What follows belongs to an exercise in optimizing a design on an open flow for small area, a short achievable clock period and few clock cycles; a production flow would make more cautious choices. At most, simulation tests tie the RTL to the original design; equivalence was not proved. Only the layout flow was run in runs 4 to 7; the RTL was not checked for function there. Power and IR drop assume default switching activity.

==> flow/flow/run.sh <==
#!/bin/bash
# Standard ORFS layout (the standard.sh) with two changes:
#  - the port buffers are the smallest buffer cell instead of the one
#    buffer_ports picks by default;
#  - synthesis maps the logic with an area-recovering ABC script (yosys's
#    usual liberty script with a 3 ns delay target) instead of ORFS's speed
#    script. Everything else in synthesis (registers, names, flattening) is
#    the standard one: only abc_speed.script differs in the scripts copy.
set -euo pipefail
rm -rf scripts
cp -r "$FLOW_HOME/scripts" scripts
cat > scripts/abc_speed.script <<'ABC'
strash
&get -n
&fraig -x
&put
scorr
dc2
dretime
strash
&get -n
&dch -f
&nf {D}
&put
buffer -c
topo
stime -c
upsize -c
dnsize -c
ABC
export SCRIPTS_DIR="$PWD/scripts"
export BUFFER_PORTS_ARGS="-buffer_cell sky130_fd_sc_hd__buf_1"
bash standard.sh > standard.log 2>&1
==> flow/constraint.sdc <==
create_clock -name core_clock -period 8.0 [get_ports {clk}]
set_input_delay 1.6000 -clock core_clock [delete_from_list [all_inputs] [get_ports {clk}]]
set_output_delay 1.6000 -clock core_clock [all_outputs]
set_load 0.01 [all_outputs]
==> flow/config.mk <==
export PLATFORM = sky130hd
export DESIGN_NAME = bbt_feistel
export DESIGN_NICKNAME = bbt_feistel
export VERILOG_FILES = /design/flow/design.v
export SDC_FILE = /design/flow/constraint.sdc
export NUM_CORES = 4
export LEC_CHECK = 0
export ABC_CLOCK_PERIOD_IN_PS = 3000
export CAP_MARGIN = 20
export CORE_MARGIN = 2
export CORE_UTILIZATION = 40
export SETUP_SLACK_MARGIN = 4
export SLEW_MARGIN = 20
==> flow/standard.sh <==
#!/bin/bash
# synth_recipe.tcl (not shown) runs the flow's synth.tcl, then flattens the netlist and writes it again
# the make line also repeats each setting of config.mk as NAME=value (left out here)
make -C /OpenROAD-flow-scripts/flow DESIGN_CONFIG=/design/flow/config.mk WORK_HOME=/design/flow/orfs CLKGATE_MAP_FILE= SYNTH_SCRIPT=/design/flow/synth_recipe.tcl "${@:-finish}"
==> flow/design.v <==
module bbt_feistel (
    input  wire         clk,
    input  wire         rst,
    input  wire         cmd_valid,
    output wire         cmd_ready,
    input  wire [2:0]   cmd_op,
    input  wire [31:0]  cmd_arg,
    input  wire [31:0]  cmd_a,
    input  wire [31:0]  cmd_b,
    input  wire [127:0] cmd_fkey,
    output reg          done,
    output reg          err,
    output wire [31:0]  out_a,
    output wire [31:0]  out_b,
    output reg          emit,
    output reg  [12:0]  kr_raddr,
    input  wire [31:0]  kr_rdata,
    output reg          kr_we,
    output wire [12:0]  kr_waddr,
    output reg  [31:0]  kr_wdata
);
    localparam OP_KEY_COPY   = 3'd0;
    localparam OP_KEY_XOR    = 3'd1;
    localparam OP_DESCRAMBLE = 3'd2;
    localparam OP_BLOCK_ENC  = 3'd3;
    localparam OP_BLOCK_DEC  = 3'd4;
    localparam OP_SFUNC      = 3'd5;
    localparam OP_STREAM_BEG = 3'd6;
    localparam OP_STREAM_PR  = 3'd7;
    reg         s_wait;          
    reg         s_acc;           
    reg         s_chk;           
    reg         s_rnd;           
    reg         s_fin;           
    reg         s_pro1;          
    reg         s_xor;           
    reg         s_pre;           
    reg         s_wr;            
    reg [2:0]   op;
    reg         copied, ready, active;
    reg [9:0]   k1h;             
    reg [10:0]  k2h;             
    reg [1:0]   pidx;
    reg [2:0]   cyc;             
    reg [3:0]   r;               
    reg [11:0]  cnt;             
    reg         in_k2;           
    reg [31:0]  x, y, acc, w;
    assign cmd_ready = s_acc;
    assign out_a = y;
    assign out_b = x;
    wire fwd  = (op == OP_DESCRAMBLE) || (op == OP_BLOCK_ENC);
    wire desc = (op == OP_DESCRAMBLE);
    wire sf   = (op == OP_SFUNC);
    wire kx   = (op == OP_KEY_XOR);
    wire spr  = (op == OP_STREAM_PR);
    wire sbeg = (op == OP_STREAM_BEG);
    localparam [12:0] CNT = 13'h0400;
    wire [31:0] sum  = acc + kr_rdata;
    wire [31:0] xnew = y ^ sum;
    wire [31:0] yrd  = y ^ kr_rdata;
    function [12:0] tab(input [1:0] t, input [7:0] v);
        tab = {1'b1, 2'b00, t, v};
    endfunction
    function [12:0] key(input f, input [4:0] n);
        key = {8'd0, f ? n : 5'd17 - n};
    endfunction
    wire len_ok = !x[0] && x[15:0] >= 16'd18 && x[15:0] <= 16'd1024 &&
                  !x[16] && x[31:16] >= 16'd1024 && x[31:16] <= 16'd4096;
    wire cmd_bad = (op == OP_KEY_COPY)   ? !len_ok :
                   (op == OP_STREAM_BEG) ? (!ready || x[2:0] != 3'd0) :
                   (op == OP_STREAM_PR)  ? !active : !copied;
    wire chk_end = cmd_bad || (op == OP_KEY_COPY) || (op == OP_STREAM_BEG);
    wire first_k1  = !in_k2 && (cnt == 12'd0);      
    wire k1_end    = !in_k2 && (cnt[11:1] == {1'b0, k1h});
    wire desc_end  = in_k2 && (cnt[11:1] == k2h);
    wire c4        = s_rnd && (cyc == 3'd4);
    wire rnd_last  = c4 && (sf || r == 4'd15);
    wire swap      = c4 || (s_chk && !spr) || s_pre || (s_pro1 && !desc_end);
    wire [11:0] cnt1     = cnt + 12'd1;
    wire        xor_last = (cnt[10:0] == {k1h, 1'b1});
    assign kr_waddr = {in_k2, cnt[11:1], cnt[0] | s_fin};
    always @(posedge clk) begin
        if (rst) begin
            s_wait <= 1'b1;
            s_acc  <= 1'b0;
            s_chk  <= 1'b0;
            s_rnd  <= 1'b0;
            s_fin  <= 1'b0;
            s_pro1 <= 1'b0;
            s_xor  <= 1'b0;
            s_pre  <= 1'b0;
            s_wr   <= 1'b0;
            copied <= 1'b0;
            ready  <= 1'b0;
            active <= 1'b0;
            done   <= 1'b0;
            kr_we  <= 1'b0;
        end else begin
            done  <= 1'b0;
            kr_we <= 1'b0;
            if (s_wait && cmd_valid) begin
                s_wait <= 1'b0;
                s_acc  <= 1'b1;
            end
            if (s_acc) begin
                s_acc <= 1'b0;
                if (sf && copied) begin
                    s_rnd <= 1'b1;
                end else if (kx && copied) begin
                    ready  <= 1'b0;
                    active <= 1'b0;
                    s_xor  <= 1'b1;
                end else begin
                    s_chk <= 1'b1;
                end
            end
            if (s_chk) begin
                s_chk <= 1'b0;
                if (sbeg && !cmd_bad) begin
                    kr_we <= 1'b1;
                    s_wr  <= 1'b1;
                end else if (chk_end) begin
                    done   <= 1'b1;
                    s_wait <= 1'b1;
                end else if (spr) begin
                    kr_we  <= 1'b1;
                    active <= (kr_rdata[31:3] != 29'd1);
                    s_pre  <= 1'b1;
                end else begin
                    s_rnd <= 1'b1;
                end
                if (!cmd_bad) begin
                    case (op)
                    OP_KEY_COPY: begin
                        copied <= 1'b1;
                        ready  <= 1'b0;
                        active <= 1'b0;
                    end
                    OP_DESCRAMBLE: active <= 1'b0;
                    OP_STREAM_BEG: active <= (x[31:3] != 29'd0);
                    default: ;
                    endcase
                end
            end
            if (rnd_last) begin
                s_rnd <= 1'b0;
                s_fin <= 1'b1;
                kr_we <= desc;
            end
            if (s_fin) begin
                s_fin <= 1'b0;
                if (desc) begin
                    s_pro1 <= 1'b1;
                    kr_we  <= 1'b1;
                end else begin
                    done   <= 1'b1;
                    s_wait <= 1'b1;
                end
            end
            if (s_pre) begin
                s_pre <= 1'b0;
                s_rnd <= 1'b1;
            end
            if (s_wr) begin
                s_wr   <= 1'b0;
                done   <= 1'b1;
                s_wait <= 1'b1;
            end
            if (s_pro1) begin
                s_pro1 <= 1'b0;
                if (desc_end) begin
                    ready  <= 1'b1;
                    done   <= 1'b1;
                    s_wait <= 1'b1;
                end else begin
                    s_rnd <= 1'b1;
                end
            end
            if (s_xor) begin
                if (xor_last) begin
                    done   <= 1'b1;
                    s_xor  <= 1'b0;
                    s_wait <= 1'b1;
                end else begin
                    kr_we <= !cnt1[11];
                end
            end
        end
    end
    always @(posedge clk) begin
        w <= s_acc ? cmd_fkey[95:64] : y;
        if (s_wait) op <= cmd_op;
        if (s_acc)
            x <= kx ? cmd_fkey[31:0] :
                 (sf || op == OP_KEY_COPY || op == OP_STREAM_BEG) ? cmd_arg :
                 desc ? 32'd0 : cmd_b;
        else if (swap)
            x <= (s_pro1 && first_k1) ? 32'd0 : xnew;    
        else if (s_xor)
            x <= acc;
        if (s_acc)
            y <= kx ? cmd_fkey[127:96] : (sf || desc) ? 32'd0 : cmd_a;
        else if (s_rnd && cyc == 3'd0)
            y <= sf ? 32'd0 : yrd;
        else if (s_fin)
            y <= sf ? x : yrd;
        else if (swap || s_xor)
            y <= x;
        if (s_acc && kx)
            acc <= cmd_fkey[63:32];
        else if (s_acc && spr)
            acc <= 32'hfffffff8;         
        else if (s_rnd && (cyc == 3'd1 || cyc == 3'd2))
            acc <= acc ^ kr_rdata;
        else if (s_rnd && cyc == 3'd3)
            acc <= sum;
        else if (s_xor)
            acc <= w;
        else
            acc <= 32'd0;
        kr_wdata <= (s_fin || s_xor) ? yrd :
                    (s_chk && spr)   ? sum :
                    (s_chk && sbeg)  ? x : xnew;
        if (s_wait)
            kr_raddr <= (cmd_op == OP_STREAM_PR) ? CNT :
                        key(cmd_op == OP_DESCRAMBLE || cmd_op == OP_BLOCK_ENC, 5'd0);
        else if (s_acc)
            kr_raddr <= kx ? 13'd0 : sf ? tab(2'd2, cmd_arg[15:8]) : key(fwd, spr ? 5'd0 : 5'd1);
        else if (s_chk && spr)
            kr_raddr <= key(1'b0, 5'd1);
        else if (swap && !(c4 && r == 4'd15))
            kr_raddr <= tab(2'd2, (s_pro1 && first_k1) ? 8'd0 : xnew[15:8]);
        else if (c4)
            kr_raddr <= key(fwd, 5'd0);
        else if (s_rnd) begin
            case (cyc)
            3'd0: kr_raddr <= tab(2'd1, x[23:16]);
            3'd1: kr_raddr <= tab(2'd3, x[7:0]);
            3'd2: kr_raddr <= tab(2'd0, x[31:24]);
            default: kr_raddr <= key(fwd, {1'b0, r} + 5'd2);
            endcase
        end else if (s_fin)
            kr_raddr <= key(fwd, 5'd1);
        else if (s_xor)
            kr_raddr <= {3'd0, cnt[9:0] + 10'd3};
        if (!s_rnd) begin
            cyc <= 3'd0;
            r   <= 4'd0;
        end else begin
            cyc <= (cyc == 3'd4) ? 3'd0 : cyc + 3'd1;
            if (cyc == 3'd4) r <= r + 4'd1;
        end
        if (s_acc) begin
            cnt   <= kx ? 12'hffe : (spr || sbeg) ? CNT[11:0] : 12'd0;
            in_k2 <= 1'b0;
        end else if (s_xor) begin
            cnt <= cnt1;
        end else if (s_pro1) begin
            if (k1_end) begin
                in_k2 <= 1'b1;
                cnt   <= 12'd0;
            end else begin
                cnt <= cnt + 12'd2;
            end
        end
        if (s_acc)
            err <= 1'b0;
        if (s_chk) begin
            err <= cmd_bad;
            if (op == OP_KEY_COPY && !cmd_bad) begin
                k1h <= x[10:1] - 10'd1;
                k2h <= x[27:17] - 11'd1;
            end
            if (sbeg && !cmd_bad)
                pidx <= 2'd0;
        end
        if (s_fin && op == OP_STREAM_PR) begin
            emit       <= pidx[1];
            pidx       <= pidx[1] ? pidx : pidx + 2'd1;
        end
    end
endmodule
==> results of run 1 <==
[layout make-up]
class	instances	area (µm²)	area share (%)
clock inverter	16	158.9	0.8357
timing repair buffer	501	2467	12.98
inverter	38	142.6	0.7502
clock buffer	35	799.5	4.205
sequential	234	5851	30.77
tap	468	585.6	3.080
multi-input combinational	1251	9009	47.38
[per-layer routing]
layer	GRT usage, %	wire length, µm
met2	52.61	29770
met4	13.68	3167
met1	44.90	26280
met3	5.492	7355
met5	0	12
[registers in the layout, summed over array words and instances, names as in the netlist, 2 cells and up]
register	flops
k1h	10
kr_raddr	12
w	32
pidx	2
y	32
r	4
op	3
k2h	11
x	32
acc	32
kr_wdata	32
cnt	12
cyc	3
[where the power goes]
part / internal [mW] / switching [mW]
Sequential: 1.37 / 0.106
Clock: 0.800 / 0.539
Combinational: 0.303 / 0.442
[stage by stage]
stage               std cells  total power [mW]
finish                   2543             3.558
global route             2543             3.662
CTS                      2514             3.491
detailed placement       2407             2.101
global placement         2407             2.096
floorplan                1658             1.825
[kinds of logic after synthesis]
| group | after synthesis | synth area share [%] |
|---|---|---|
| other | 1 | 0.02555 |
| multiplexers | 32 | 2.455 |
| buffers and inverters | 173 | 4.766 |
| AND/OR/NAND/NOR | 429 | 12.88 |
| AO/OA/AOI/OAI | 602 | 27.43 |
| XOR/XNOR | 138 | 8.389 |
| adder cells (fa/ha/maj) | 49 | 4.229 |
| flip-flops | 234 | 39.83 |
[placed cells by master (no fill, tap or decap), drive strengths merged, types with 31 or more instances in the layout]
master  instances
o221ai         31
edfxtp        116
o21ai         155
mux2           32
a22oi          63
xor2           85
nand2         107
clkbuf         36
a221oi         36
buf           500
inv            38
a32oi          35
a21o           31
a21oi         139
ha             48
dfxtp         118
nor2          198
xnor2          52
[what timing repair did]
item / CTS / global route
hold buffers: 0 / 0
gates resized for setup: 84 / 73
pin swaps: 72 / 90
setup buffers: 56 / 29
setup endpoints to repair: 104 / 84
[final timing paths]
kind	startpoint	slack (ns)	to
max	kr_rdata[0]	2.86	x[28]$_DFFE_PP_
min	s_wr$_SDFF_PP0_	0.43	s_wr$_SDFF_PP0_
max reg2reg	acc[1]$_DFF_P_	3.65	x[31]$_DFFE_PP_
min reg2reg	s_wr$_SDFF_PP0_	0.43	s_wr$_SDFF_PP0_
[worst max-delay path, stage by stage]
cell and delay [ns]:
buf_8 0.10, ha_4 0.16, fa_2 0.36, a21o_1 0.19, a21oi_2 0.17, o21bai_1 0.10, a21oi_2 0.15, o21bai_1 0.09
a21oi_2 0.16, o21bai_1 0.09, a21oi_2 0.17, o21bai_1 0.09, a21oi_2 0.18, o21bai_2 0.10, a21oi_2 0.20, o21bai_2 0.09
a21oi_2 0.17, o21a_4 0.16, o31ai_4 0.09, a21oi_4 0.25, o21ai_2 0.09, xor2_2 0.17, xor2_1 0.18, a22oi_1 0.21
o22ai_1 0.10
==> results.cfg, run 1 <==
[status]
status = finished clean

[placement]
placed_area_um2 = 16570
hpwl_um = 45670
place_congestion = 0.9778
port_buffers = 387
place_ws_ns = 1.860

[logic_synthesis]
netlist_area_um2 = 14680
ys_ff_latch = 234
synthArstFlopShare_pct = 0
synth_top_area_cell = edfxtp_1
ys_types = 67
syn-instance-count = 1658
synth_edf_count = 116
ys_warn_count = 1
yosys_most_used_dff = dfxtp_1
synth_common_cells = 198 x nor2_1, 150 x o21ai_0, 129 x a21oi_1
ys_top_cells_by_area = edfxtp_1 24%, dfxtp_1 16%, o21ai_0 5.1%
yosysSeqAreaShare_pct = 39.83
yosysMostFrequentCell = nor2_1
synth_top_area_share_pct = 23.73
postSynthAreaPerCell_um2 = 8.852

[floorplanning]
die_x_um = 195.6
die_area_um2 = 38240
pin_count = 389
row_count = 70
die_h_um = 195.6
initial_core_util_pct = 40.38
core_um2 = 36350

[grt]
grt_max_degree = 59
antenna_found_initial = 1
grt_pass1_vias = 15000
grt.overflow.total = 0
grt_use_total_pct = 33.14
grt_pass1_wl_um = 95410

[timing]
tns_ns = 0
skew_ns = 0.01826
setup_slack_ns = 2.861
slew_violations = 0
period_minus_slack_ns = 5.139
clock.fmax_mhz = 194.6
setup_violations = 0
period_share_pct = 64.24
whs_ns = 0.4335
rsz0062_at_grt = yes
finalHoldViolations = 0
slew_headroom_pct = 21.14
worstMarginPinSlew_ns = 1.178

[routing]
drt-pass1-iter-count = 6
drt_iter0_drc = 2162
via_per_inst = 6.312
drc = 0
num_vias = 16050
wl_um = 66590
wl_per_cell_um = 26.19
antenna_left = 0

[critical_path]
crit_fanout = 3
path_class = input pin to flip-flop
critPathLaunchType = input pin
reg2reg_depth = 23
cp-end-kind = flip-flop
worstPathRequired_ns = 8.29
crit_arrival_ns = 5.43

[clock_network]
htree_levels = 1
cts_buffers = 28
clockBufferDepth = 3
cts_root_buf = clkbuf_16
clk_pin_slew_ns = 0.06
cts_tree = done
cts_sinks = 234
clock_latency_ns = 0.56

[cells_and_area]
drive_above_1_share_pct = 16.53
fin_nets = 2365
syn_to_final_growth_pct = 29.55
diodes = 0
design_area_um2 = 19010
nFillCells = 3373
final_core_util_pct = 52.31

[power_and_ir_drop]
cellPowerDensity_nw_per_um2 = 187.1
p_leak_nw = 7.123
irDropWorstVdd_v = 0.0001640

[worst_hold_path]
hold-path-cell-count = 1
min_path_type = flip-flop to flip-flop

[run]
drv_cap = 0
Testbench counts, summed over its fixed seeds: cycles 421,286.
==> run 2: changes to the inputs <==
==> flow/flow/run.sh (replaced) <==
#!/bin/bash
# Standard ORFS layout, with the port buffers made of the smallest buffer
# cell instead of the one buffer_ports picks by default.
set -euo pipefail
export BUFFER_PORTS_ARGS="-buffer_cell sky130_fd_sc_hd__buf_1"
bash standard.sh > standard.log 2>&1
--- a/flow/config.mk
+++ b/flow/config.mk
@@ -7,3 +7,2 @@
 export LEC_CHECK = 0
-export ABC_CLOCK_PERIOD_IN_PS = 3000
 export CAP_MARGIN = 20
==> run 2 against run 1 <==
Sequential power is essentially flat. Flip-flop and latch count is the same. Largest cell class unchanged. Synthesized cell count grew 22%. Core utilization shrank 5.3 points. Fmax grew 31%. Wire length grew 16%. Final cell count grew 13%.
==> results.cfg, run 2 <==
[critical_path]
cp-end-kind = flip-flop
worst-r2r-setup-slack_ns = 4.23
crit_arrival_ns = 4.33
worst_r2r_endpoint = y[24]$_DFFE_PP_
critPathLaunchType = input pin
path_class = input pin to flip-flop
crit_fanout = 7
reg2reg_depth = 7
worstPathRequired_ns = 8.40
timing.rr.start = op[0]$_DFFE_PP_

[cells_and_area]
drive_above_1_share_pct = 8.176
syn_to_final_growth_pct = 16.19
fin_nets = 2613
mostFrequentLayoutCells = 387 x buf_1, 194 x a21oi_1, 190 x nor2_1
final_core_util_pct = 47.03
design_area_um2 = 19680
final_common_cell = buf_1

[clock_network]
clockBufferDepth = 3
cts_tree = done
clock_latency_ns = 0.58
clk_pin_slew_ns = 0.06
cts_sinks = 234
cts_root_buf = clkbuf_16
ctsHoldBuffers = 0
htree_levels = 1
cts_buffers = 28

[floorplanning]
die_area_um2 = 44020
die_h_um = 209.8
initial_core_util_pct = 40.48
pin_count = 389
core_um2 = 41850
die_x_um = 209.8
row_count = 75

[logic_synthesis]
yosysSeqAreaShare_pct = 34.51
synth_top_area_share_pct = 20.56
netlist_area_um2 = 16940
synth_common_cells = 197 x a21oi_1, 193 x nor2_1, 173 x nand2_1
ys_warn_count = 1
yosysMostFrequentCell = a21oi_1
synth_top_area_cell = edfxtp_1
synthArstFlopShare_pct = 0
ys_types = 90
ys_top_cells_by_area = edfxtp_1 21%, dfxtp_1 14%, a21oi_1 5.8%
postSynthAreaPerCell_um2 = 8.366
ys_ff_latch = 234
yosys_most_used_dff = dfxtp_1
syn-instance-count = 2025
synth_edf_count = 116

[placement]
hpwl_um = 56370
port_buffers = 387
placed_area_um2 = 18620
place_congestion = 0.9848

[timing]
rsz0062_at_grt = yes
slew_headroom_pct = 32.61
period_minus_slack_ns = 3.921
clock.fmax_mhz = 255.1
worstMarginPinSlew_ns = 1.005
slew_violations = 0
period_share_pct = 49.01
setup_violations = 0
tns_ns = 0
finalHoldViolations = 0
whs_ns = 0.4283
skew_ns = 0.01791

[routing]
wl_um = 77310
via_per_inst = 6.381
drt_iter0_drc = 2163
wl_per_cell_um = 27.00
drt-pass1-iter-count = 7
num_vias = 18270
antenna_left = 0
drc = 0

[grt]
grt_use_total_pct = 33.78
grt_pass1_wl_um = 111400
antenna_found_initial = 3
grt_pass1_vias = 17030
grt.overflow.total = 0
grt_max_degree = 83

[worst_hold_path]
worstHoldStart = s_pre$_SDFF_PP0_
min_path_type = flip-flop to flip-flop
hold-path-cell-count = 1
worstHoldEndpoint = s_pre$_SDFF_PP0_

[power_and_ir_drop]
p_leak_nw = 7.102
irDropWorstVdd_v = 0.0001312
cellPowerDensity_nw_per_um2 = 177.5
p_total_mw = 3.493

[status]
status = finished clean

[run]
drv_cap = 0
[run 2: layer usage]
layer  track usage [%]  vias to the layer above  share of wire, %
met5                 0                        -             0.032
met1             46.53                     8878                41
li1                  -                     8098                 -
met2             53.09                     1103                45
met4             13.28                        4               4.2
met3             5.357                      191               9.8
[run 2: where the power goes]
part | switching [mW] | internal, mW | leakage (nW)
logic | 0.446 | 0.262 | 4.56
clock network | 0.548 | 0.766 | 0.460
registers | 0.116 | 1.35 | 2.08
[run 2: critical path, stage by stage]
cell and delay, ns:
buf_1 0.17, ha_1 0.47, nand4_1 0.17, nor2_1 0.28, a211oi_4 0.14, buf_4 0.16, o21a_1 0.20, a211oi_4 0.36
xnor2_1 0.22, o311a_1 0.35, a211oi_2 0.20
[run 2: per-stage QoR]
stage	instances	setup WS, ns
3_5_place_dp	2803	3.366
6_report	2864	4.079
3_3_place_gp	2803	3.374
2_1_floorplan	2025	3.844
5_1_grt	2864	3.959
4_1_cts	2860	4.023
[run 2: cell families after synthesis]
family / Yosys count / synth area share (%)
buffers and inverters: 210 / 5.133
xor gates and xnor gates: 148 / 7.895
AOI/OAI and AO/OA: 710 / 27.62
adders and majority gates: 54 / 3.959
muxes: 64 / 4.180
DFF: 234 / 34.51
and+or+nand+nor: 604 / 16.68
other: 1 / 0.02214
[run 2: worst max-delay path by stage]
stage,endpoint,depth (start not counted),from
after floorplan,x[28]$_DFFE_PP_,10,kr_rdata[0]
after global placement,x[26]$_DFFE_PP_,11,kr_rdata[0]
after detailed placement,kr_raddr[6]$_SDFFCE_PP0P_,11,kr_rdata[0]
after CTS,x[28]$_DFFE_PP_,11,kr_rdata[0]
after global routing,x[29]$_DFFE_PP_,10,kr_rdata[10]
final,kr_raddr[7]$_SDFFCE_PP0P_,11,kr_rdata[8]
[run 2: area by class of cell]
cell class / instances / area [µm²]
diodes: 1 / 2.502
clock buffers: 45 / 898.4
clock inverters: 7 / 40.04
fillers: 4189 / 22170
inverters: 34 / 127.6
multi-input cells: 1582 / 10360
flip-flops and latches: 234 / 5851
well taps: 539 / 674.4
repair buffers: 422 / 1727
[run 2: timing repair]
item / CTS / global route
hold endpoints to repair: 0 / 0
setup buffers: 4 / 3
endpoints found under the setup margin: 19 / 29
cloned: 1 / 0
pin swaps: 2 / 5
resized for setup: 2 / 8
==> run 3: changes to the inputs <==
--- a/flow/config.mk
+++ b/flow/config.mk
@@ -9,3 +9,7 @@
 export CORE_MARGIN = 2
-export CORE_UTILIZATION = 40
+export CORE_UTILIZATION = 60
+export CTS_BUF_LIST = sky130_fd_sc_hd__clkbuf_8
+export CTS_CLUSTER_DIAMETER = 80
+export CTS_CLUSTER_SIZE = 14
+export PLACE_DENSITY = 0.7
 export SETUP_SLACK_MARGIN = 4
==> run 3 against run 2 <==
Still clean. Flip-flop and latch count unchanged. Register-to-register slack got worse by 0.20 ns. Final area decreased by 4.3%. Power decreased by 17%. Synthesized cell count unchanged. Sequential power about the same. Die area decreased by 33%. First-iteration DRC count increased by 41%. Wire length decreased by 8.0%. Combinational power decreased by 0.7%. Setup slack got worse by 0.051 ns. Largest power group unchanged.
==> results.cfg, run 3 <==
[status]
status = finished clean

[clock_network]
htree_levels = 1
clockBufferDepth = 3
cts_tree = done
clk_pin_slew_ns = 0.10
cts_buffers = 21
cts_root_buf = clkbuf_8
cts_sinks = 234
clock_latency_ns = 0.59

[cells_and_area]
final_common_cell = buf_1
drive_above_1_share_pct = 6.953
mostFrequentLayoutCells = 387 x buf_1, 195 x a21oi_1, 190 x nor2_1
syn_to_final_growth_pct = 11.23
nFillCells = 2434
fin_nets = 2599
design_area_um2 = 18840

[timing]
setup_violations = 0
slew_headroom_pct = 12.59
tns_ns = 0
period_minus_slack_ns = 3.972
period_share_pct = 49.65
worstMarginPinSlew_ns = 1.297
slew_violations = 0
finalHoldViolations = 0
rsz0062_at_grt = yes
skew_ns = 0.03179
clock.fmax_mhz = 251.8

[logic_synthesis]
netlist_area_um2 = 16940
synth_common_cells = 197 x a21oi_1, 193 x nor2_1, 173 x nand2_1
yosys_most_used_dff = dfxtp_1
syn-instance-count = 2025
ys_top_cells_by_area = edfxtp_1 21%, dfxtp_1 14%, a21oi_1 5.8%
ys_warn_count = 1
yosysMostFrequentCell = a21oi_1
yosysSeqAreaShare_pct = 34.51
synth_top_area_share_pct = 20.56
postSynthAreaPerCell_um2 = 8.366
synth_edf_count = 116
synth_top_area_cell = edfxtp_1
ys_ff_latch = 234
ys_types = 90
synthArstFlopShare_pct = 0

[critical_path]
path_class = flip-flop to flip-flop
reg2reg_depth = 6
timing.rr.start = op[0]$_DFFE_PP_
critPathLaunchType = flip-flop
critPathBufInv = 1
worstPathRequired_ns = 8.36
crit_arrival_ns = 4.33
worst-r2r-setup-slack_ns = 4.03
crit_slowest_cell = a22oi_2
endpoint = y[21]$_DFFE_PP_
crit_fanout = 19
max_stage_delay_ns = 1.08
cp_num_cells = 6
cpLargestDelayFamily = compound AO/OA/AOI/OAI gates
crit_chain = nor2b_1, nand2_1, a22oi_2, buf_4, a22oi_1, o21ai_0
crit_path_start = op[0]$_DFFE_PP_
cp-end-kind = flip-flop
worst_r2r_endpoint = y[21]$_DFFE_PP_

[routing]
drt-pass1-iter-count = 10
num_vias = 18650
drc = 0
drt_iter0_drc = 3040
wl_per_cell_um = 26.54
via_per_inst = 6.957
wl_um = 71160
antenna_left = 0

[power_and_ir_drop]
p_leak_nw = 6.816
cellPowerDensity_nw_per_um2 = 153.9
irDropWorstVdd_v = 0.0001590
p_total_mw = 2.900

[floorplanning]
initial_core_util_pct = 60.98
die_h_um = 172.0
die_area_um2 = 29600
pin_count = 389
die_x_um = 172.0
row_count = 61
core_um2 = 27780

[grt]
grt_use_total_pct = 46.50
antenna_found_initial = 3
grt_pass1_vias = 16950
grt_max_degree = 87
grt_pass1_wl_um = 102800
grt.overflow.total = 0

[placement]
place_congestion = 1.046
placed_area_um2 = 18400
port_buffers = 387
hpwl_um = 51160

[worst_hold_path]
min_path_type = flip-flop to flip-flop

[run]
drv_cap = 0
[run 3: cell counts after synthesis]
Identical to the previous run, type by type.
[run 3: through the flow]
step                hold WS, ns  utilization (%)  setup slack, ns  std cells
CTS                      0.4331            67.60            4.040       2677
detailed placement       0.4161            66.23            3.446       2641
global placement         0.4135            66.23            3.466       2641
global route             0.4612            67.81            3.952       2679
finish                   0.4339            67.83            4.028       2681
floorplan                0.3984                -            3.844       2025
[run 3: kinds of logic (layout without fill, tap and decap cells)]
family / count (synthesis) / count (layout) / share of synthesized area, %
AO/OA/AOI/OAI: 710 / 710 / 27.62
buffers and inverters: 210 / 486 / 5.133
AND/OR/NAND/NOR: 604 / 604 / 16.68
adder cells (fa/ha/maj): 54 / 54 / 3.959
XOR/XNOR: 148 / 148 / 7.895
other: 1 / 3 / 0.02214
flip-flops: 234 / 234 / 34.51
multiplexers: 64 / 64 / 4.180
[run 3: area by class of cell]
type | instances | area (µm²) | area share, %
Multi-Input combinational cell | 1581 | 10340 | 54.86
Sequential cell | 234 | 5851 | 31.05
Timing Repair Buffer | 416 | 1670 | 8.864
Tap cell | 378 | 473.0 | 2.510
Clock buffer | 21 | 289.0 | 1.534
Inverter | 34 | 127.6 | 0.6772
Clock inverter | 15 | 91.34 | 0.4847
Antenna cell | 2 | 5.005 | 0.02656
[run 3: routing by layer]
layer | vias up | routed length [µm] | part of all wire [%] | GRT usage [%]
li1 | 8049 | - | - | -
met1 | 8630 | 25950 | 36 | 61.36
met2 | 1624 | 29940 | 42 | 68.57
met3 | 348 | 10800 | 15 | 13.73
met4 | 2 | 4450 | 6.3 | 25.03
met5 | - | 18 | 0.025 | 0
[run 3: repair_timing]
| item | CTS | global route |
|---|---|---|
| setup endpoints to repair | 0 | 12 |
| buffers inserted | 0 | 1 |
| resized for setup | 0 | 4 |
| hold buffers | 0 | 0 |
| hold endpoints to repair | 0 | 0 |
[run 3: worst min path at each step]
stage          slack [ns]              from          endpoint  cells past startpoint
6_report             0.43  s_pre$_SDFF_PP0_  s_pre$_SDFF_PP0_                      1
5_1_grt              0.46  s_pre$_SDFF_PP0_  s_pre$_SDFF_PP0_                      1
4_1_cts              0.43  s_pre$_SDFF_PP0_  s_pre$_SDFF_PP0_                      1
3_5_place_dp         0.42  s_pre$_SDFF_PP0_  s_pre$_SDFF_PP0_                      1
3_3_place_gp         0.41  s_pre$_SDFF_PP0_  s_pre$_SDFF_PP0_                      1
2_1_floorplan        0.40  s_pre$_SDFF_PP0_  s_pre$_SDFF_PP0_                      1
[run 3: where the power goes]
| part | total, mW | switching, mW | internal, mW |
|---|---|---|---|
| clock network | 0.728 | 0.448 | 0.280 |
| logic | 0.703 | 0.443 | 0.261 |
| registers | 1.47 | 0.115 | 1.35 |
| total | 2.90 | 1.01 | 1.89 |
==> run 4: changes to the inputs <==
--- a/flow/design.v
+++ b/flow/design.v
@@ -36,4 +36,2 @@
     reg         s_xor;           
-    reg         s_pre;           
-    reg         s_wr;            
     reg [2:0]   op;
@@ -42,2 +40,3 @@
     reg [10:0]  k2h;             
+    reg [28:0]  pairs_left;
     reg [1:0]   pidx;
@@ -55,5 +54,2 @@
     wire kx   = (op == OP_KEY_XOR);
-    wire spr  = (op == OP_STREAM_PR);
-    wire sbeg = (op == OP_STREAM_BEG);
-    localparam [12:0] CNT = 13'h0400;
     wire [31:0] sum  = acc + kr_rdata;
@@ -78,3 +74,3 @@
     wire rnd_last  = c4 && (sf || r == 4'd15);
-    wire swap      = c4 || (s_chk && !spr) || s_pre || (s_pro1 && !desc_end);
+    wire swap      = c4 || s_chk || (s_pro1 && !desc_end);
     wire [11:0] cnt1     = cnt + 12'd1;
@@ -91,4 +87,2 @@
             s_xor  <= 1'b0;
-            s_pre  <= 1'b0;
-            s_wr   <= 1'b0;
             copied <= 1'b0;
@@ -119,12 +113,5 @@
                 s_chk <= 1'b0;
-                if (sbeg && !cmd_bad) begin
-                    kr_we <= 1'b1;
-                    s_wr  <= 1'b1;
-                end else if (chk_end) begin
-                    done   <= 1'b1;
-                    s_wait <= 1'b1;
-                end else if (spr) begin
-                    kr_we  <= 1'b1;
-                    active <= (kr_rdata[31:3] != 29'd1);
-                    s_pre  <= 1'b1;
+                if (chk_end) begin
+                    done   <= 1'b1;
+                    s_wait <= 1'b1;
                 end else begin
@@ -158,12 +145,4 @@
                     s_wait <= 1'b1;
-                end
-            end
-            if (s_pre) begin
-                s_pre <= 1'b0;
-                s_rnd <= 1'b1;
-            end
-            if (s_wr) begin
-                s_wr   <= 1'b0;
-                done   <= 1'b1;
-                s_wait <= 1'b1;
+                    if (op == OP_STREAM_PR) active <= (pairs_left != 29'd1);
+                end
             end
@@ -209,6 +188,6 @@
             y <= x;
-        if (s_acc && kx)
-            acc <= cmd_fkey[63:32];
-        else if (s_acc && spr)
-            acc <= 32'hfffffff8;         
+        if (s_acc)
+            acc <= kx ? cmd_fkey[63:32] : 32'd0;
+        else if (c4)
+            acc <= 32'd0;
         else if (s_rnd && (cyc == 3'd1 || cyc == 3'd2))
@@ -219,14 +198,10 @@
             acc <= w;
-        else
-            acc <= 32'd0;
-        kr_wdata <= (s_fin || s_xor) ? yrd :
-                    (s_chk && spr)   ? sum :
-                    (s_chk && sbeg)  ? x : xnew;
+        if (c4)
+            kr_wdata <= xnew;
+        else if (s_fin || s_xor)
+            kr_wdata <= yrd;
         if (s_wait)
-            kr_raddr <= (cmd_op == OP_STREAM_PR) ? CNT :
-                        key(cmd_op == OP_DESCRAMBLE || cmd_op == OP_BLOCK_ENC, 5'd0);
+            kr_raddr <= key(cmd_op == OP_DESCRAMBLE || cmd_op == OP_BLOCK_ENC, 5'd0);
         else if (s_acc)
-            kr_raddr <= kx ? 13'd0 : sf ? tab(2'd2, cmd_arg[15:8]) : key(fwd, spr ? 5'd0 : 5'd1);
-        else if (s_chk && spr)
-            kr_raddr <= key(1'b0, 5'd1);
+            kr_raddr <= kx ? 13'd0 : sf ? tab(2'd2, cmd_arg[15:8]) : key(fwd, 5'd1);
         else if (swap && !(c4 && r == 4'd15))
@@ -254,3 +229,3 @@
         if (s_acc) begin
-            cnt   <= kx ? 12'hffe : (spr || sbeg) ? CNT[11:0] : 12'd0;
+            cnt   <= kx ? 12'hffe : 12'd0;
             in_k2 <= 1'b0;
@@ -274,4 +249,6 @@
             end
-            if (sbeg && !cmd_bad)
-                pidx <= 2'd0;
+            if (op == OP_STREAM_BEG && !cmd_bad) begin
+                pairs_left <= x[31:3];
+                pidx       <= 2'd0;
+            end
         end
@@ -280,2 +257,3 @@
             pidx       <= pidx[1] ? pidx : pidx + 2'd1;
+            pairs_left <= pairs_left - 29'd1;
         end
==> flow/config.mk (replaced) <==
export PLATFORM = sky130hd
export DESIGN_NAME = bbt_feistel
export DESIGN_NICKNAME = bbt_feistel
export VERILOG_FILES = /design/flow/design.v
export SDC_FILE = /design/flow/constraint.sdc
export NUM_CORES = 4
export LEC_CHECK = 0
export CAP_MARGIN = 20
export CORE_MARGIN = 2
export CORE_UTILIZATION = 40
export SLEW_MARGIN = 20
==> run 4 against run 3 <==
Fmax decreased by 11%. Sequential share of layout area up 5.6 points. Largest cell class unchanged. Clock-buffer cell count grew 15. Core utilization fell by 20 points. Final area grew 4.6%. Flip-flop and latch count increased by 26. Clock power rose by 100%. Final cell count shrank 1.7%. Combinational power decreased by 1%. Via count fell by 14%. Setup slack got worse by 0.47 ns. Wire length down 5.2%.
==> results.cfg, run 4 <==
[timing]
setup_violations = 0
slew_violations = 0
period_minus_slack_ns = 4.443
finalHoldViolations = 0
period_share_pct = 55.54
worstMarginPinSlew_ns = 1.123
tns_ns = 0
rsz0062_at_grt = no
clock.fmax_mhz = 225.1
slew_headroom_pct = 24.83
skew_ns = 0.02908
setup_slack_ns = 3.557

[placement]
hpwl_um = 49090
place_ws_ns = 3.073
placed_area_um2 = 18690
port_buffers = 386
place_congestion = 0.9464

[routing]
num_vias = 16010
wl_um = 67490
via_per_inst = 6.075
drt-pass1-iter-count = 8
wl_per_cell_um = 25.61
antenna_left = 0
drc = 0
drt_iter0_drc = 1893

[logic_synthesis]
synth_edf_count = 202
synth_common_cells = 202 x edfxtp_1, 177 x nand2_1, 143 x o21ai_0
yosysSeqAreaShare_pct = 43.02
yosysMostFrequentCell = edfxtp_1
synth_top_area_share_pct = 36.11
netlist_area_um2 = 16800
syn-instance-count = 1750
postSynthAreaPerCell_um2 = 9.599
ys_warn_count = 1
ys_top_cells_by_area = edfxtp_1 36%, dfxtp_1 6.9%, xnor2_1 5.9%
ys_ff_latch = 260
yosys_most_used_dff = edfxtp_1
synth_top_area_cell = edfxtp_1
ys_types = 77
synthArstFlopShare_pct = 0

[floorplanning]
die_h_um = 208.9
die_x_um = 208.9
initial_core_util_pct = 40.32
pin_count = 389
die_area_um2 = 43650
row_count = 75
core_um2 = 41670

[run]
drv_cap = 0

[cells_and_area]
design_area_um2 = 19720
drive_above_1_share_pct = 6.976
syn_to_final_growth_pct = 17.39
nFillCells = 4055
fin_nets = 2382
mostFrequentLayoutCells = 386 x buf_1, 202 x edfxtp_1, 176 x nand2_1
final_common_cell = buf_1
final_core_util_pct = 47.33

[clock_network]
cts_resized = 0
ctsHoldBuffers = 0
cts_buffers = 30
clock_latency_ns = 0.60
clockBufferDepth = 3
clk_pin_slew_ns = 0.06
postCtsSetupBuffers = 0
cts_tree = done
htree_levels = 1
cts_sinks = 260
cts_root_buf = clkbuf_16

[critical_path]
path_class = input pin to flip-flop
worstPathRequired_ns = 8.33
cp-end-kind = flip-flop
critPathLaunchType = input pin
max_stage_delay_ns = 0.51
crit_chain = buf_1, ha_1, o211ai_1, o21ai_1, o221ai_1, a21oi_1, a31oi_1, o41ai_1, xor2_1, mux2i_1, xnor2_1
cpLargestDelayFamily = compound AO/OA/AOI/OAI gates
crit_slowest_cell = a21oi_1
crit_fanout = 7
critPathBufInv = 1
timing.rr.start = x[8]$_DFFE_PP_
crit_path_start = kr_rdata[2]
crit_arrival_ns = 4.77

[status]
status = finished clean

[grt]
grt_max_degree = 73
grt.overflow.total = 0
grt_pass1_wl_um = 98610
grt_use_total_pct = 30.02
antenna_found_initial = 5
grt_pass1_vias = 15420

[power_and_ir_drop]
cellPowerDensity_nw_per_um2 = 192.1
intPower_mw = 2.670
seqPwrFrac_pct = 43.0
switching_share_pct = 29.51
p_comb_share_pct = 18.3
p_switching_mw = 1.118
irDropWorstVdd_v = 0.0001198
clock_power_share_pct = 38.7
p_leak_nw = 6.862

[worst_hold_path]
worstHoldStart = kr_raddr[8]$_SDFFE_PP0P_
min_path_type = flip-flop to flip-flop
-- run 4: cell count changes after synthesis, sizes merged, moves of 29 or more --
cell / change
xnor2: +49
nor2: -63
dfxtp: -60
a21oi: -113
edfxtp: +86
clkbuf: -29
-- run 4: power by group through the flow --
stage,combinational (mW),clock (mW),sequential (mW)
final,0.694,1.47,1.63
after global routing,0.752,1.53,1.63
after CTS,0.686,1.48,1.62
after detailed placement,0.682,0,1.65
after global placement,0.673,0,1.65
after floorplan,0.431,0,1.62
-- run 4: worst min-delay path: cells and delay by family (launching register included) --
family | cells | cell delay (ns)
AOI/OAI and AO/OA | 1 | 0.05
and+or+nand+nor | 1 | 0.05
DFF | 1 | 0.31
-- run 4: final timing paths --
| check | to | slack (ns) | cells after the start |
|---|---|---|---|
| setup reg to reg | pairs_left[21]$_DFFE_PP_ | 4.17 | 7 |
| hold / removal | kr_raddr[8]$_SDFFE_PP0P_ | 0.45 | 2 |
| hold reg to reg | kr_raddr[8]$_SDFFE_PP0P_ | 0.45 | 2 |
| setup / recovery | kr_wdata[29]$_DFFE_PP_ | 3.56 | 11 |
-- run 4: kinds of logic (layout without fill, tap and decap cells) --
family / Yosys count / in the layout / share of synthesized area (%)
other: 1 / 5 / 0.02232
AOI/OAI and AO/OA: 506 / 506 / 20.33
and+or+nand+nor: 499 / 499 / 13.91
adders and majority gates: 51 / 51 / 3.843
xor gates and xnor gates: 206 / 206 / 10.82
muxes: 59 / 59 / 3.754
buffers and inverters: 168 / 510 / 4.298
DFF: 260 / 260 / 43.02
-- run 4: per-layer routing --
| metal | global-route usage, % | up-vias | part of all wire [%] |
|---|---|---|---|
| met4 | 11.80 | 4 | 3.9 |
| met2 | 46.94 | 897 | 45 |
| met1 | 41.14 | 7763 | 42 |
| met3 | 5.666 | 149 | 9.5 |
| met5 | 0 | - | 0.036 |
| li1 | - | 7195 | - |
-- run 4: final cells by class --
cell class	count	area, µm²	area share (%)
Clock buffer	36	783.3	3.972
Clock inverter	20	242.7	1.231
Antenna cell	3	7.507	0.03807
Sequential cell	260	7231	36.67
Timing Repair Buffer	424	1734	8.794
Multi-Input combinational cell	1323	8935	45.31
Tap cell	539	674.4	3.420
Inverter	30	112.6	0.5710
-- run 4: stage by stage --
step                power (mW)  cells  hold slack, ns
floorplan                2.052   1751          0.4332
global placement         2.324   2576          0.4466
detailed placement       2.333   2576          0.4511
CTS                      3.789   2632          0.4589
global route             3.908   2635          0.4925
finish                   3.788   2635          0.4544
==> run 5: changes to the inputs <==
--- a/flow/config.mk
+++ b/flow/config.mk
@@ -10,2 +10,3 @@
 export CORE_UTILIZATION = 40
+export SETUP_SLACK_MARGIN = 4
 export SLEW_MARGIN = 20
==> run 5 against run 4 <==
Highest routed layer is now met4. Final cell count about the same. Setup slack improved by 0.51 ns. Clock skew decreased by 0.0065 ns. Worst hold slack improved by 0.0041 ns. Fmax increased by 13%. Clock-buffer cell count increased by 10. Critical path depth increased by 2. Still clean. Critical endpoint is now kr_wdata[26]$_DFFE_PP_. Synthesized area unchanged. Power increased by 2.2%. Register-to-register slack improved by 0.13 ns. Synthesized cell count unchanged.
==> results.cfg, run 5 <==
[cells_and_area]
fin_nets = 2384
syn_to_final_growth_pct = 18.68
final_common_cell = buf_1
drive_above_1_share_pct = 8.158
final_core_util_pct = 47.85
nFillCells = 4083
mostFrequentLayoutCells = 386 x buf_1, 202 x edfxtp_1, 176 x nand2_1

[power_and_ir_drop]
cellPowerDensity_nw_per_um2 = 194.1
irDropWorstVdd_v = 0.0001062
p_leak_nw = 6.909

[routing]
wl_um = 68730
wl_per_cell_um = 26.06
drt-pass1-iter-count = 8
drt_iter0_drc = 1741
via_per_inst = 6.056
drc = 0
num_vias = 15970
antenna_left = 0

[placement]
place_congestion = 0.9681
hpwl_um = 49280
port_buffers = 386

[clock_network]
clockBufferDepth = 3
cts_sinks = 260
cts_buffers = 34
ctsHoldBuffers = 0
cts_root_buf = clkbuf_16
cts_tree = done
clk_pin_slew_ns = 0.06
htree_levels = 2
clock_latency_ns = 0.55

[worst_hold_path]
min_path_type = flip-flop to flip-flop

[floorplanning]
initial_core_util_pct = 40.32
pin_count = 389
core_um2 = 41670
row_count = 75
die_x_um = 208.9
die_area_um2 = 43650
die_h_um = 208.9

[grt]
antenna_found_initial = 2
grt_pass1_wl_um = 100500
grt_pass1_vias = 15630
grt_use_total_pct = 30.88
grt_max_degree = 73
grt.overflow.total = 0

[logic_synthesis]
synth_edf_count = 202
ys_types = 77
synth_common_cells = 202 x edfxtp_1, 177 x nand2_1, 143 x o21ai_0
syn-instance-count = 1750
yosys_most_used_dff = edfxtp_1
synth_top_area_share_pct = 36.11
synth_top_area_cell = edfxtp_1
postSynthAreaPerCell_um2 = 9.599
ys_ff_latch = 260
yosysMostFrequentCell = edfxtp_1
synthArstFlopShare_pct = 0
yosysSeqAreaShare_pct = 43.02
netlist_area_um2 = 16800
ys_top_cells_by_area = edfxtp_1 36%, dfxtp_1 6.9%, xnor2_1 5.9%
ys_warn_count = 1

[status]
status = finished clean

[timing]
clock.fmax_mhz = 254.0
finalHoldViolations = 0
worstMarginPinSlew_ns = 1.100
period_minus_slack_ns = 3.936
period_share_pct = 49.21
skew_ns = 0.02260
rsz0062_at_grt = yes
slew_violations = 0
whs_ns = 0.4585
slew_headroom_pct = 26.40
tns_ns = 0
setup_violations = 0

[critical_path]
critPathLaunchType = input pin
cp-end-kind = flip-flop
worstPathRequired_ns = 8.28
path_class = input pin to flip-flop
crit_fanout = 5
crit_arrival_ns = 4.22

[run]
drv_cap = 0
-- run 5: changes by cell type in the layout (fill, tap and decap cells not counted), moves of 3 or more --
cell	delta
o21ai_0	-3
bufinv_16	-3
o21ai_2	+4
clkbuf_8	+4
clkbuf_16	+5
ha_1	-3
ha_2	+3
o41ai_1	-3
clkinvlp_4	+4
-- run 5: worst max-delay path, stage by stage --
cell and delay (ns):
buf_1 0.16, ha_2 0.26, fa_2 0.29, a211oi_2 0.10
o21ai_2 0.20, nand4_1 0.12, buf_4 0.18, a211oi_1 0.39
o21ai_2 0.17, nand2_1 0.11, xor2_1 0.31, mux2i_1 0.16
xnor2_1 0.15
-- run 5: power breakdown --
| part | internal (mW) | switching [mW] |
|---|---|---|
| registers | 1.54 | 0.0939 |
| clock network | 0.915 | 0.619 |
| logic | 0.277 | 0.427 |
-- run 5: cell type report --
type / count / area (µm²) / share of cell area (%)
inverters: 30 / 112.6 / 0.5648
well taps: 539 / 674.4 / 3.383
clock inverters: 15 / 140.1 / 0.7029
flip-flops and latches: 260 / 7231 / 36.27
clock buffers: 46 / 967.2 / 4.851
diodes: 2 / 5.005 / 0.02510
repair buffers: 422 / 1719 / 8.623
multi-input cells: 1323 / 9087 / 45.58
-- run 5: per-stage QoR --
stage / std cells / power [mW] / area [µm²] / setup slack (ns)
3_5_place_dp: 2572 / 2.333 / 18680 / 3.222
2_1_floorplan: 1751 / 2.055 / 16830 / 4.003
5_1_grt: 2637 / 4.000 / 19940 / 4.000
4_1_cts: 2634 / 3.866 / 19850 / 3.967
6_report: 2637 / 3.870 / 19940 / 4.064
3_3_place_gp: 2572 / 2.325 / 18680 / 3.262
-- run 5: logic make-up (layout without fill, tap and decap cells) --
logic type / count (synthesis) / in the layout / synth area share [%]
AOI/OAI and AO/OA: 506 / 506 / 20.33
xor gates and xnor gates: 206 / 206 / 10.82
adders and majority gates: 51 / 51 / 3.843
buffers and inverters: 168 / 513 / 4.298
DFF: 260 / 260 / 43.02
muxes: 59 / 59 / 3.754
other: 1 / 4 / 0.02232
and+or+nand+nor: 499 / 499 / 13.91
-- run 5: timing repair --
item	in CTS	in global routing
gates resized for setup	8	15
endpoints found under the hold margin	0	0
setup endpoints to repair	24	22
pin swaps	2	3
buffers inserted	1	1
-- run 5: routing by layer --
layer / track usage [%] / part of all wire, %
met2: 48.52 / 45
met5: 0 / 0
met3: 5.320 / 9.1
met4: 13.08 / 3.9
met1: 42.09 / 42
-- run 5: worst paths after layout --
check	from	cells past startpoint	slack (ns)	endpoint
min	kr_raddr[8]$_SDFFE_PP0P_	2	0.46	kr_raddr[8]$_SDFFE_PP0P_
max reg2reg	cnt[2]$_DFFE_PP_	8	4.30	y[2]$_DFFE_PP_
max	kr_rdata[0]	13	4.06	kr_wdata[26]$_DFFE_PP_
min reg2reg	kr_raddr[8]$_SDFFE_PP0P_	2	0.46	kr_raddr[8]$_SDFFE_PP0P_
==> run 6: changes to the inputs <==
--- a/flow/config.mk
+++ b/flow/config.mk
@@ -10,3 +10,3 @@
 export CORE_UTILIZATION = 40
-export SETUP_SLACK_MARGIN = 4
+export SETUP_SLACK_MARGIN = 5
 export SLEW_MARGIN = 20
==> run 6 against run 5 <==
Still clean on timing, DRC and antenna. Clock-buffer cell count down 10. Die area unchanged. Via count up 5.6%. Largest cell class unchanged. Largest power group unchanged. Highest routed layer is now met5.
==> results.cfg, run 6 <==
[timing]
period_share_pct = 46.34
setup_violations = 0
slew_headroom_pct = 33.44
skew_ns = 0.01144
slew_violations = 0
worstMarginPinSlew_ns = 0.9908
tns_ns = 0
clock.fmax_mhz = 269.7
finalHoldViolations = 0
whs_ns = 0.4589
rsz0062_at_grt = yes
setup_slack_ns = 4.293
period_minus_slack_ns = 3.707

[power_and_ir_drop]
seqPwrFrac_pct = 39.0
p_switching_mw = 1.247
clock_power_share_pct = 37.3
p_comb_share_pct = 23.8
switching_share_pct = 30.11
cellPowerDensity_nw_per_um2 = 185.2
p_total_mw = 4.141
irDropWorstVdd_v = 0.0001778
intPower_mw = 2.894
p_leak_nw = 7.893

[logic_synthesis]
synth_top_area_cell = edfxtp_1
synthArstFlopShare_pct = 0
synth_top_area_share_pct = 36.11
ys_types = 77
synth_common_cells = 202 x edfxtp_1, 177 x nand2_1, 143 x o21ai_0
netlist_area_um2 = 16800
ys_top_cells_by_area = edfxtp_1 36%, dfxtp_1 6.9%, xnor2_1 5.9%
yosys_most_used_dff = edfxtp_1
yosysMostFrequentCell = edfxtp_1
synth_edf_count = 202
syn-instance-count = 1750
postSynthAreaPerCell_um2 = 9.599
ys_warn_count = 1
ys_ff_latch = 260
yosysSeqAreaShare_pct = 43.02

[grt]
grt_pass1_wl_um = 104300
grt.overflow.total = 0
antenna_found_initial = 2
grt_max_degree = 63
grt_pass1_vias = 16120
grt_use_total_pct = 31.88

[placement]
place_congestion = 0.9819
hpwl_um = 49100
place_ws_ns = 3.379
placed_area_um2 = 18860
port_buffers = 386

[clock_network]
cts_tree = done
cts_buffers = 31
clock_latency_ns = 0.60
clockBufferDepth = 3
htree_levels = 1
cts_root_buf = clkbuf_16
clk_pin_slew_ns = 0.06
ctsHoldBuffers = 0
cts_sinks = 260

[status]
status = finished clean

[floorplanning]
die_x_um = 208.9
die_area_um2 = 43650
core_um2 = 41670
row_count = 75
die_h_um = 208.9
initial_core_util_pct = 40.32
pin_count = 389

[critical_path]
worstPathRequired_ns = 8.32
reg2reg_depth = 7
critPathLaunchType = input pin
crit_arrival_ns = 4.03
worst-r2r-setup-slack_ns = 4.76
path_class = input pin to flip-flop
crit_fanout = 5
cp-end-kind = flip-flop

[routing]
drt_iter0_drc = 1767
antenna_left = 0
drc = 0
num_vias = 16870
via_per_inst = 6.120
wl_per_cell_um = 26.48
wl_um = 73010
drt-pass1-iter-count = 7

[run]
drv_cap = 0

[worst_hold_path]
hold-path-cell-count = 2
min_path_type = flip-flop to flip-flop

[cells_and_area]
mostFrequentLayoutCells = 366 x buf_1, 202 x edfxtp_1, 169 x nand2_1
syn_to_final_growth_pct = 33.06
design_area_um2 = 22350
fin_nets = 2504
final_common_cell = buf_1
drive_above_1_share_pct = 20.80
run 6: cell counts after synthesis:
No cell type changed its count.
run 6: what timing repair did:
item	4_1_cts	5_1_grt
gates cloned	1	0
endpoints found under the hold margin	0	0
pin swaps	107	77
setup endpoints to repair	251	157
setup buffers	95	31
gates resized for setup	195	98
run 6: power groups by stage:
| stage | Sequential (mW) | Clock [mW] | Combinational [mW] |
|---|---|---|---|
| final | 1.61 | 1.54 | 0.985 |
| after global routing | 1.62 | 1.60 | 1.04 |
| after CTS | 1.61 | 1.55 | 0.884 |
| after detailed placement | 1.66 | 0 | 0.695 |
| after global placement | 1.66 | 0 | 0.685 |
| after floorplan | 1.62 | 0 | 0.456 |
run 6: cell type report:
cell class / instances / area [µm²]
fill: 3840 / 19310
clock inverter: 22 / 277.8
timing repair buffer: 544 / 2888
multi-input combinational: 1324 / 10340
clock buffer: 36 / 814.5
tap: 539 / 674.4
antenna: 2 / 5.005
sequential: 260 / 7234
inverter: 30 / 113.9
run 6: cells by family (layout without fill, tap and decap cells):
logic type / count (synthesis) / count (layout) / share of synthesized area [%]
AND/OR/NAND/NOR: 499 / 499 / 13.91
multiplexers: 59 / 59 / 3.754
AO/OA/AOI/OAI: 506 / 507 / 20.33
buffers and inverters: 168 / 632 / 4.298
XOR/XNOR: 206 / 206 / 10.82
other: 1 / 4 / 0.02232
adder cells (fa/ha/maj): 51 / 51 / 3.843
flip-flops: 260 / 260 / 43.02
run 6: worst paths after layout:
kind | start | to
max | kr_rdata[0] | x[31]$_DFFE_PP_
min reg2reg | kr_raddr[8]$_SDFFE_PP0P_ | kr_raddr[8]$_SDFFE_PP0P_
max reg2reg | cnt[1]$_DFFE_PP_ | x[23]$_DFFE_PP_
min | kr_raddr[8]$_SDFFE_PP0P_ | kr_raddr[8]$_SDFFE_PP0P_
run 6: metrics by stage:
stage                     cells  utilization, %
after CTS                  2724           52.00
final                      2757           53.65
after floorplan            1751               -
after global routing       2756           53.64
after detailed placement   2570           45.27
after global placement     2570           45.27
run 6: per-layer routing:
| layer | track usage [%] | vias up | part of all wire [%] |
|---|---|---|---|
| met2 | 51.43 | 1034 | 46 |
| met3 | 5.861 | 180 | 9.9 |
| met1 | 42.52 | 8246 | 40 |
| met4 | 12.49 | 2 | 4.0 |
| met5 | 0 | - | 0.015 |
| li1 | - | 7410 | - |
run 6: critical path, stage by stage:
cell	delay, ns
buf_8	0.10
ha_4	0.16
buf_4	0.13
buf_6	0.12
a211oi_4	0.27
o21ai_2	0.12
o221ai_4	0.25
nand3_2	0.16
a31o_4	0.29
a21o_1	0.21
a311oi_4	0.36
xor2_1	0.18
o21ai_1	0.06
==> run 7: changes to the inputs <==
==> flow/run.sh (new file) <==
#!/bin/bash
# synth_recipe.tcl (not shown) runs the flow's synth.tcl, then flattens the netlist and writes it again
# the make line also repeats each setting of config.mk as NAME=value (left out here)
make -C /OpenROAD-flow-scripts/flow DESIGN_CONFIG=/design/flow/config.mk WORK_HOME=/design/flow/orfs CLKGATE_MAP_FILE= SYNTH_SCRIPT=/design/flow/synth_recipe.tcl finish
--- a/flow/config.mk
+++ b/flow/config.mk
@@ -10,3 +10,2 @@
 export CORE_UTILIZATION = 40
-export SETUP_SLACK_MARGIN = 5
 export SLEW_MARGIN = 20
removed: flow/flow/run.sh
removed: flow/standard.sh
==> run 7 against run 6 <==
Still clean on timing, DRC and antenna. Clock skew is 0.0018 ns higher. Final area decreased by 0.91%. Fmax fell by 22%. Core utilization fell by 0.49 points. Critical endpoint is now kr_wdata[29]$_DFFE_PP_. Largest power group unchanged.
==> results.cfg, run 7 <==
[status]
status = finished clean

[logic_synthesis]
ys_types = 77
ys_top_cells_by_area = edfxtp_1 36%, dfxtp_1 6.9%, xnor2_1 5.9%
synth_edf_count = 202
synthArstFlopShare_pct = 0
synth_top_area_cell = edfxtp_1
yosys_most_used_dff = edfxtp_1
yosysSeqAreaShare_pct = 43.02
ys_warn_count = 1
syn-instance-count = 1750
netlist_area_um2 = 16800
synth_common_cells = 202 x edfxtp_1, 177 x nand2_1, 143 x o21ai_0
synth_top_area_share_pct = 36.11
ys_ff_latch = 260
postSynthAreaPerCell_um2 = 9.599
yosysMostFrequentCell = edfxtp_1

[timing]
setup_violations = 0
tns_ns = 0
finalHoldViolations = 0
skew_ns = 0.01324
worstMarginPinSlew_ns = 1.030
rsz0062_at_grt = no
whs_ns = 0.4629
period_share_pct = 59.37
slew_violations = 0
clock.fmax_mhz = 210.6
period_minus_slack_ns = 4.749
slew_headroom_pct = 30.83

[critical_path]
critPathBufInv = 1
path_class = input pin to flip-flop
max_stage_delay_ns = 0.51
worstPathRequired_ns = 8.33
crit_chain = clkdlybuf4s50_1, ha_1, o211ai_1, o21ai_1, o221ai_1, a21oi_1, a31oi_1, o41ai_1, xor2_1, mux2i_1, xnor2_1
crit_fanout = 6
crit_slowest_cell = o41ai_1
crit_arrival_ns = 5.08
critPathLaunchType = input pin
cpLargestDelayFamily = compound AO/OA/AOI/OAI gates
cp-end-kind = flip-flop

[cells_and_area]
design_area_um2 = 22150
fin_nets = 2378
final_common_cell = clkdlybuf4s50_1
mostFrequentLayoutCells = 386 x clkdlybuf4s50_1, 202 x edfxtp_1, 176 x nand2_1
final_core_util_pct = 53.16
syn_to_final_growth_pct = 31.85
drive_above_1_share_pct = 6.798

[floorplanning]
die_x_um = 208.9
initial_core_util_pct = 40.32
row_count = 75
core_um2 = 41670
die_area_um2 = 43650
pin_count = 389
die_h_um = 208.9

[routing]
antenna_left = 0
wl_um = 70280
drc = 0
wl_per_cell_um = 26.68
drt_iter0_drc = 1535
num_vias = 15850
via_per_inst = 6.019
drt-pass1-iter-count = 6

[power_and_ir_drop]
intPower_mw = 2.836
p_switching_mw = 1.109
p_leak_nw = 7.913
seqPwrFrac_pct = 41.5
p_comb_share_pct = 20.3
irDropWorstVdd_v = 0.0001352
switching_share_pct = 28.10
p_total_mw = 3.945
cellPowerDensity_nw_per_um2 = 178.1
clock_power_share_pct = 38.2

[clock_network]
cts_tree = done
htree_levels = 1
cts_root_buf = clkbuf_16
clk_pin_slew_ns = 0.07
clock_latency_ns = 0.59
ctsHoldBuffers = 0
clockBufferDepth = 3
cts_sinks = 260
cts_buffers = 30
cts_resized = 0
postCtsSetupBuffers = 0

[grt]
grt.overflow.total = 0
grt_use_total_pct = 31.45
grt_max_degree = 71
grt_pass1_vias = 15780
antenna_found_initial = 7
grt_pass1_wl_um = 102800

[run]
drv_cap = 0

[placement]
hpwl_um = 50760
placed_area_um2 = 21060
place_congestion = 0.9264
port_buffers = 386

[worst_hold_path]
min_path_type = flip-flop to flip-flop
## run 7: cell counts after synthesis
No cell type changed its count.
## run 7: layout make-up
class,count,area (µm²)
Antenna cell,6,15.01
Clock buffer,44,905.9
Clock inverter,12,163.9
Fill cell,3843,19520
Inverter,30,112.6
Multi-Input combinational cell,1323,8927
Sequential cell,260,7231
Tap cell,539,674.4
Timing Repair Buffer,420,4119
## run 7: per-stage QoR
step           setup WS, ns  instances
5_1_grt               3.116       2634
3_3_place_gp          2.832       2572
3_5_place_dp          2.745       2572
2_1_floorplan         3.213       1751
6_report              3.251       2634
4_1_cts               3.333       2628
## run 7: cells by family (layout without fill, tap and decap cells)
group	after synthesis	in the layout	share of synthesized area [%]
AOI/OAI and AO/OA	506	506	20.33
buffers and inverters	168	506	4.298
adders and majority gates	51	51	3.843
xor gates and xnor gates	206	206	10.82
and+or+nand+nor	499	499	13.91
other	1	8	0.02232
DFF	260	260	43.02
muxes	59	59	3.754
## run 7: tightest hold or removal path, stage by stage (launching register included)
cell     delay [ns]
dfxtp_1        0.31
nand2_1        0.05
a21oi_1        0.05
## run 7: power groups by stage
stage / clock, mW / sequential [mW] / combinational, mW
5_1_grt: 1.56 / 1.64 / 0.861
6_report: 1.51 / 1.64 / 0.802
2_1_floorplan: 0 / 1.62 / 0.431
3_3_place_gp: 0 / 1.66 / 0.781
3_5_place_dp: 0 / 1.66 / 0.792
4_1_cts: 1.52 / 1.63 / 0.796
## run 7: final timing paths
path | start | endpoint | slack, ns | cells after the start
max reg2reg | cnt[2]$_DFFE_PP_ | y[30]$_DFFE_PP_ | 4.07 | 8
min reg2reg | kr_raddr[8]$_SDFFE_PP0P_ | kr_raddr[8]$_SDFFE_PP0P_ | 0.46 | 2
min | kr_raddr[8]$_SDFFE_PP0P_ | kr_raddr[8]$_SDFFE_PP0P_ | 0.46 | 2
max | kr_rdata[4] | kr_wdata[29]$_DFFE_PP_ | 3.25 | 11
## run 7: metal layers
layer  vias to the layer above  GRT usage (%)  wire, µm
met5                         -              0        16
met4                         2          11.65      2622
met3                       146          5.395      5910
met2                       804          49.94     31840
met1                      7723          43.10     29890
li1                       7179              -         -

[static timing again, ports no longer ideal]
Ports are ideal in the flow. The routed layouts listed here were re-timed in OpenROAD. Step 1, drivers: a clkbuf_16 drives clk and a buf_2 each remaining input, both assumed. Step 2, shift: input delay + t, output delay - t, t = (earliest + latest rising clock arrival at the registers) / 2. This alone moves slack from input paths to output paths. Slacks: ideal / step 1 / step 2; pairs: ideal / step 1.
| run | shift t [ns] | slack for setup (ns) | hold slack, ns | worst slew at a driven data input, ns |
|---|---|---|---|---|
| run 1 | 0.611 | 2.861 / 2.881 / 2.270 | 0.434 / 0.434 / 0.434 | 0.10 |
| run 2 | 0.623 | 4.079 / 4.096 / 3.483 | 0.428 / 0.428 / 0.428 | 0.09 |
| run 3 | 0.622 | 4.028 / 4.028 / 3.474 | 0.434 / 0.434 / 0.434 | 0.08 |
| run 4 | 0.641 | 3.557 / 3.583 / 2.941 | 0.454 / 0.454 / 0.454 | 0.10 |
| run 5 | 0.591 | 4.064 / 4.091 / 3.500 | 0.458 / 0.458 / 0.458 | 0.11 |
| run 6 | 0.646 | 4.293 / 4.308 / 3.662 | 0.459 / 0.459 / 0.459 | 0.10 |
| run 7 | 0.637 | 3.251 / 3.278 / 2.640 | 0.463 / 0.463 / 0.463 | 0.11 |
After both steps setup and hold are still met in every run listed. The setup slack of run 6, which loses most, moves by +0.015 ns with the drivers and by -0.631 ns with both steps.
